Background: an optimization exercise with open tools, aiming at small area, a short achievable clock period and few clock cycles per item. Do not read the settings as production practice. Where RTL was checked, it was by simulation tests only, not by an equivalence proof against the original. Power figures rest on the tool's default switching activity, not on a simulated workload.

==> try-juniper: inputs <==
Design popcount_unit, start of the top module:
module popcount_unit (
    input  wire         clk,
    input  wire         rst,         
    input  wire         in_valid,
    input  wire [1:0]   op,          
    input  wire [127:0] operand,
    output reg          out_valid,
    output reg  [7:0]   result,
    output reg          valid,
    output reg          illegal,
    output reg  [2:0]   strategy
);
    wire fs1;
    wire fc2;
    wire fs3;
    wire fc4;
    wire fs5;
    wire fc6;
    wire fs7;
    wire fc8;
    wire fs9;
    wire fc10;
    wire fs11;
    wire fc12;
    wire fs13;
    wire fc14;
    wire fs15;
    wire fc16;
    wire fs17;
    wire fc18;
    wire fs19;
    wire fc20;
    wire fs21;
    wire fc22;
    wire fs23;
    wire fc24;
    wire fs25;
    wire fc26;
    wire fs27;
    wire fc28;
    wire fs29;
    wire fc30;
    wire fs31;
    wire fc32;
    wire fs33;
    wire fc34;
    wire fs35;
    wire fc36;
    wire fs37;
    wire fc38;
    wire fs39;
    wire fc40;
    wire fs41;
    wire fc42;
    wire fs43;
    wire fc44;
    wire fs45;
    wire fc46;
    wire fs47;
    wire fc48;
    wire fs49;
    wire fc50;
    wire fs51;
    wire fc52;
    wire fs53;
    wire fc54;
  ...
Settings: LEC_CHECK=0, CAP_MARGIN=20, CORE_MARGIN=2, CORE_UTILIZATION=50, CTS_BUF_LIST=sky130_fd_sc_hd__clkbuf_4 sky130_fd_sc_hd__clkbuf_8, SETUP_SLACK_MARGIN=3.5, SLEW_MARGIN=20, SYNTH_HIERARCHICAL=1, SYNTH_MINIMUM_KEEP_SIZE=0; clock period 7.0 ns.
standard.sh (not shown) runs the stock make flow with config.mk's settings and CLKGATE_MAP_FILE= SYNTH_SCRIPT=/design/flow/synth_recipe.tcl, a recipe that flattens the netlist after the stock synthesis.
==> flow/flow/run.sh <==
#!/bin/bash
# Layout flow: the standard layout (standard.sh, all ORFS steps from
# synthesis to finish), with the input and output port buffers placed as
# sky130_fd_sc_hd__buf_1 cells instead of the cell buffer_ports picks by
# itself. Each step's full log stays under orfs/logs/; the output of make
# goes to flow_make.log in this folder.
set -euo pipefail
export BUFFER_PORTS_ARGS="-buffer_cell sky130_fd_sc_hd__buf_1"
bash standard.sh > flow_make.log 2>&1
==> inputs of try-quartz, as changes to try-juniper <==
Settings changed: SETUP_SLACK_MARGIN 3.5 to 3.6.
==> inputs of try-fjord, as changes to try-juniper <==
Settings changed: CTS_BUF_LIST sky130_fd_sc_hd__clkbuf_4 sky130_fd_sc_hd__clkbuf_8 to default, SETUP_SLACK_MARGIN 3.5 to 3.6.
==> summary of the runs <==
Register-to-register slack: try-juniper is worse than try-fjord (90 ps). Non-clock buffer count: try-quartz > try-fjord > try-juniper. Utilization: try-juniper < try-quartz < try-fjord. Combinational power is about the same in try-quartz and try-fjord. Clock skew: try-fjord < try-juniper < try-quartz. try-juniper finished with timing, DRC and antenna clean. try-fjord passed the timing, DRC and antenna checks. try-quartz completed with no timing, DRC or antenna violations. The highest via count belongs to try-quartz, the lowest to try-juniper.
Testbench counts of try-juniper, summed over its fixed seeds: cycles 4,008, items 4,000.
Testbench counts of try-quartz, summed over its fixed seeds: cycles 4,008, items 4,000.
Testbench counts of try-fjord, summed over its fixed seeds: cycles 4,008, items 4,000.

========
==> inputs of job 4463 <==
Another version of the RTL of popcount_unit (not shown whole).
Settings: LEC_CHECK=0, CAP_MARGIN=20, CORE_MARGIN=2, CORE_UTILIZATION=50, SETUP_SLACK_MARGIN=3.6, SLEW_MARGIN=20, SYNTH_HIERARCHICAL=1, SYNTH_MINIMUM_KEEP_SIZE=0; clock period 7.0 ns.
Scripts as last shown in full above: flow/flow/run.sh
==> job 5418: changes against job 4463 <==
Settings changed: CTS_BUF_LIST from default to sky130_fd_sc_hd__clkbuf_4.
==> notes <==
Job 5418 completed with no timing, DRC or antenna violations. Job 4463 completed without violations. In die area, job 4463 and job 5418 do not differ. Against job 4463, the clock-buffer cell count of job 5418 is lower by 1. Combinational power is about the same in job 4463 and job 5418. Area after synthesis is the same in job 4463 and job 5418. In job 4463 the critical path depth is lower than in job 5418, by 1. In job 4463 the non-clock buffer count is higher than in job 5418, by 4. Of job 4463 and job 5418, job 5418 has the higher clock skew (gap 0.0042 ns). First-iteration DRC count: job 4463 is lower than job 5418 (about 5.5%).
==> figures <==
item                                                     job 5418        job 4463
Data arrival at the endpoint of the critical path         3.70 ns         3.62 ns
Sequential Power Share                                      24.0%           21.9%
Multi-input logic cell count                                  445             443
Average wire length per cell after detail routing         24.6 um         24.7 um
Data buffer area share                                      10.4%           11.0%
Latest clock arrival within the worst-skew pair           0.40 ns         0.32 ns
Result of the run                                  finished clean  finished clean
Min Tclk post-route                                       3.42 ns         3.43 ns
Total met2 wirelength after detailed routing             10000 um        10100 um
Critical path peak fanout                                       6               7
Post-route worst hold slack                              0.450 ns        0.433 ns
Grt met2 use                                                54.0%           55.5%
Total sequential power                                   0.541 mW        0.534 mW
Worst Clk Skew                                         0.00987 ns      0.00569 ns
Final core utilization                                      62.1%           64.9%
DR iter-0 viols                                               650             614
Clk power                                                0.226 mW        0.424 mW
Testbench counts of job 4463, summed over its fixed seeds: cycles 4,008, items 4,000.
Testbench counts of job 5418, summed over its fixed seeds: cycles 4,008, items 4,000.

========
==> 08-16 <==
popcount_unit, a different RTL version from the one above (not shown whole).
export LEC_CHECK = 0
export CAP_MARGIN = 20
export CORE_MARGIN = 2
export CORE_UTILIZATION = 45
export SETUP_SLACK_MARGIN = 3.6
export SLEW_MARGIN = 20
export SYNTH_HIERARCHICAL = 1
export SYNTH_MINIMUM_KEEP_SIZE = 0
create_clock -name core_clock -period 7.0 [get_ports {clk}]
run.sh (not shown) runs the stock make flow with config.mk's settings and CLKGATE_MAP_FILE= SYNTH_SCRIPT=/design/flow/synth_recipe.tcl, a recipe that flattens the netlist after the stock synthesis.
Stock flow here: none of the scripts above is used.
==> 06-11: changes against 08-16 <==
- SETUP_SLACK_MARGIN: 3.6 -> 3.3
==> results_dict.tcl <==
set metrics [dict create \
    status "no timing/DRC/antenna violations" \
    crit_fanout 4 \
    mostFrequentLayoutCell "dlygate4sd2_1" \
    syn2layout_area_growth_pct 39.2 \
    final_cell_mix "dlygate4sd2_1, fa_1, dfxtp_1" \
    crit_path_end "pc0_r1_1$_DFF_P_" \
    routed_wl_mm 22.1 \
    grtUsageTotal 0.321 \
]
[end of results for 06-11]
==> results_dict.tcl <==
set metrics [dict create \
    grtUsageTotal 0.329 \
    crit_fanout 5 \
    final_cell_mix "buf_2, fa_1, buf_4" \
    crit_path_end "gd_r1_32$_DFF_P_" \
    routed_wl_mm 23.6 \
    syn2layout_area_growth_pct 46.0 \
    mostFrequentLayoutCell "buf_2" \
    status "no timing/DRC/antenna violations" \
]
[end of results for 08-16]
No functional check of the RTL was part of any run of this note.

========
==> v24: inputs <==
RTL: one of the versions met above, not the one the previous note started from.
clock: 7.0 ns
lec_check: 0
cap_margin: 20
core_margin: 2
core_utilization: 50
cts_buf_list: sky130_fd_sc_hd__clkbuf_4
setup_slack_margin: 3.5
slew_margin: 20
synth_hierarchical: 1
synth_minimum_keep_size: 0
standard.sh (not shown) runs the stock make flow with config.mk's settings and CLKGATE_MAP_FILE= SYNTH_SCRIPT=/design/flow/synth_recipe.tcl, a recipe that flattens the netlist after the stock synthesis.
Scripts as last shown in full above: flow/flow/run.sh
==> inputs of v14, as changes to v24 <==
CTS_BUF_LIST = sky130_fd_sc_hd__clkbuf_4 sky130_fd_sc_hd__clkbuf_8   (was sky130_fd_sc_hd__clkbuf_4)
==> run_results.csv <==
group,metric,value,unit
run_status,status,"no timing/DRC/antenna violations",
finish,seq_area_share,15.0,%
detailed_routing,wl_met1,8240,µm
critical_path,worst-path-max-fanout,8,
global_route,grt_pass1_wl,30700,µm
power_and_ir_drop,power,0.00247,W
power_and_ir_drop,cellInternalPower,0.00144,W
global_route,grt_max_degree,37,
# the run above: v14

==> run_results.csv <==
group,metric,value,unit
global_route,grt_max_degree,36,
timing,hold_slack,0.449,ns
finish,n_fill_cell,1014,
power_and_ir_drop,pwr-share-clk,11.2,%
power_and_ir_drop,cellInternalPower,0.00135,W
global_route,antenna_found_initial,0,
synth,synth_ff_type,"dfxtp_1",
critical_path,r2r-start,"pc0_r1_0",
run_status,status,"no timing/DRC/antenna violations",
finish,seq_area_share,15.8,%
global_route,grt_pass1_wl,30400,µm
# the run above: v24

Testbench counts of v24, summed over its fixed seeds: cycles 4,008, items 4,000.
Testbench counts of v14, summed over its fixed seeds: cycles 4,008, items 4,000.

========
==> inputs of v3 <==
popcount_unit, a different RTL version from the one above (not shown whole).
Settings: LEC_CHECK=0, CAP_MARGIN=20, CORE_MARGIN=2, CORE_UTILIZATION=60, SLEW_MARGIN=20, SYNTH_HIERARCHICAL=1, SYNTH_MINIMUM_KEEP_SIZE=0; clock period 7.0 ns.
run.sh (not shown) runs the stock make flow with config.mk's settings and CLKGATE_MAP_FILE= SYNTH_SCRIPT=/design/flow/synth_recipe.tcl, a recipe that flattens the netlist after the stock synthesis.
Stock flow here: none of the scripts above is used.
==> v38: changes against v3 <==
--- a/flow/config.mk
+++ b/flow/config.mk
@@ -9,3 +9,4 @@
 export CORE_MARGIN = 2
-export CORE_UTILIZATION = 60
+export CORE_UTILIZATION = 75
+export SETUP_SLACK_MARGIN = 3.7
 export SLEW_MARGIN = 20
==> notes.md <==
Die Y 99.9 um; compound-cell area share of the yosys netlist a little under a fifth; Core Rows 34; stop err [ERROR GPL-0301] Utilization 103.485 % exceeds 100%.; Last stage 3_3_place_gp; register area share after synthesis 16.3%; run status aborted with a tool error; Die W 99.9 um
-- figures above: v38

==> notes.md <==
Worst VDD drop approximately 0.00036 V; Core Rows 39; post-CTS sizing 0; met3 usage about 4.4%; register area share after synthesis roughly 16%; Die Y ~110 um; RSZ-0062 raised after global routing false; compound-cell area share of the yosys netlist between 10% and 20%; run status no timing/DRC/antenna violations; Die W between 100 and 150 um
-- figures above: v3

Testbench counts of v3, summed over its fixed seeds: cycles 4,008, items 4,000.
Testbench counts of v38, summed over its fixed seeds: cycles 4,008, items 4,000.

========
==> zinc <==
Starting RTL as in the previous note.
clock: 7.0 ns
lec_check: 0
cap_margin: 20
core_margin: 2
core_utilization: 60
setup_slack_margin: 3.7
slew_margin: 20
synth_hierarchical: 1
synth_minimum_keep_size: 0
==> inputs of violet, as changes to zinc <==
SETUP_SLACK_MARGIN = 4.5   (was 3.7)
==> qor summary <==
Sequential cell power: violet 548 uW; zinc 525 uW
Routed vias: violet 7,798; zinc 6,274
Proportion of cell area occupied by multi-input gates: violet 0.626; zinc 0.676
Area added between synthesis and finish: violet 52.8%; zinc 26.5%
Power dissipated in the clock network: violet 265 uW; zinc 295 uW
PwrDens: violet 255 nW/um^2; zinc 290 nW/um^2
Worst clock skew: violet 0.00346 ns; zinc 0.00583 ns
Routability cong.: violet 1.01; zinc 0.968
Critical R2R Launch: violet pc2_r1_17$_DFF_P_; zinc pc2_r1_16$_DFF_P_
Worst setup slack after placement: violet 2.71 ns; zinc 2.73 ns
Clkbuf count: violet 6; zinc 5
Sum of routed wire length over all layers: violet 30.4 mm; zinc 20.6 mm
Met1 usage in global routing: violet 0.482; zinc 0.450
Outcome: violet finished clean; zinc finished clean
Combined buffer and inverter count along the critical path: violet 3; zinc 1
Met3 usage: violet 0.0465; zinc 0.0334
Testbench counts of zinc, summed over its fixed seeds: cycles 4,008, items 4,000.
Testbench counts of violet, summed over its fixed seeds: cycles 4,008, items 4,000.

static timing again, ports no longer ideal:
The flow's constraints put no driver on any port. The routed layouts listed below were extracted and timed again, unchanged, in two steps.
Step 1 sets driving cells, clkbuf_16 on the clock port and buf_2 on the other inputs (assumed; they add their load-dependent delay and slew).
Step 2 moves the port delays by t, midway between the first and last clock arrival at a register: inputs arrive t later, outputs are due t later. That takes back most of the time a late clock gives input paths.
a / b / c = no drivers / after step 1 / after step 2; a / b = the first two.
run	t, ns	setup WS [ns]	latest minus earliest clock arrival (ns)
try-juniper	0.379	3.515 / 3.526 / 3.147	0.007 / 0.007
try-quartz	0.390	3.566 / 3.563 / 3.173	0.008 / 0.008
try-fjord	0.377	3.566 / 3.552 / 3.175	0.005 / 0.006
job 4463	0.358	3.568 / 3.580 / 3.222	0.006 / 0.006
job 5418	0.426	3.583 / 3.592 / 3.165	0.012 / 0.013
08-16	0.332	3.476 / 3.465 / 3.133	0.005 / 0.005
06-11	0.329	3.310 / 3.322 / 2.993	0.005 / 0.005
v24	0.416	3.504 / 3.509 / 3.093	0.008 / 0.008
v14	0.372	3.513 / 3.518 / 3.146	0.005 / 0.004
v3	0.320	2.908 / 2.916 / 2.596	0.004 / 0.004
zinc	0.325	3.559 / 3.554 / 3.230	0.006 / 0.007
violet	0.326	3.503 / 3.469 / 3.183	0.005 / 0.005
After both steps setup and hold are still met in every run listed. For job 5418, which loses most, drivers alone change the setup slack by +0.009 ns; drivers and shift together by -0.418 ns.
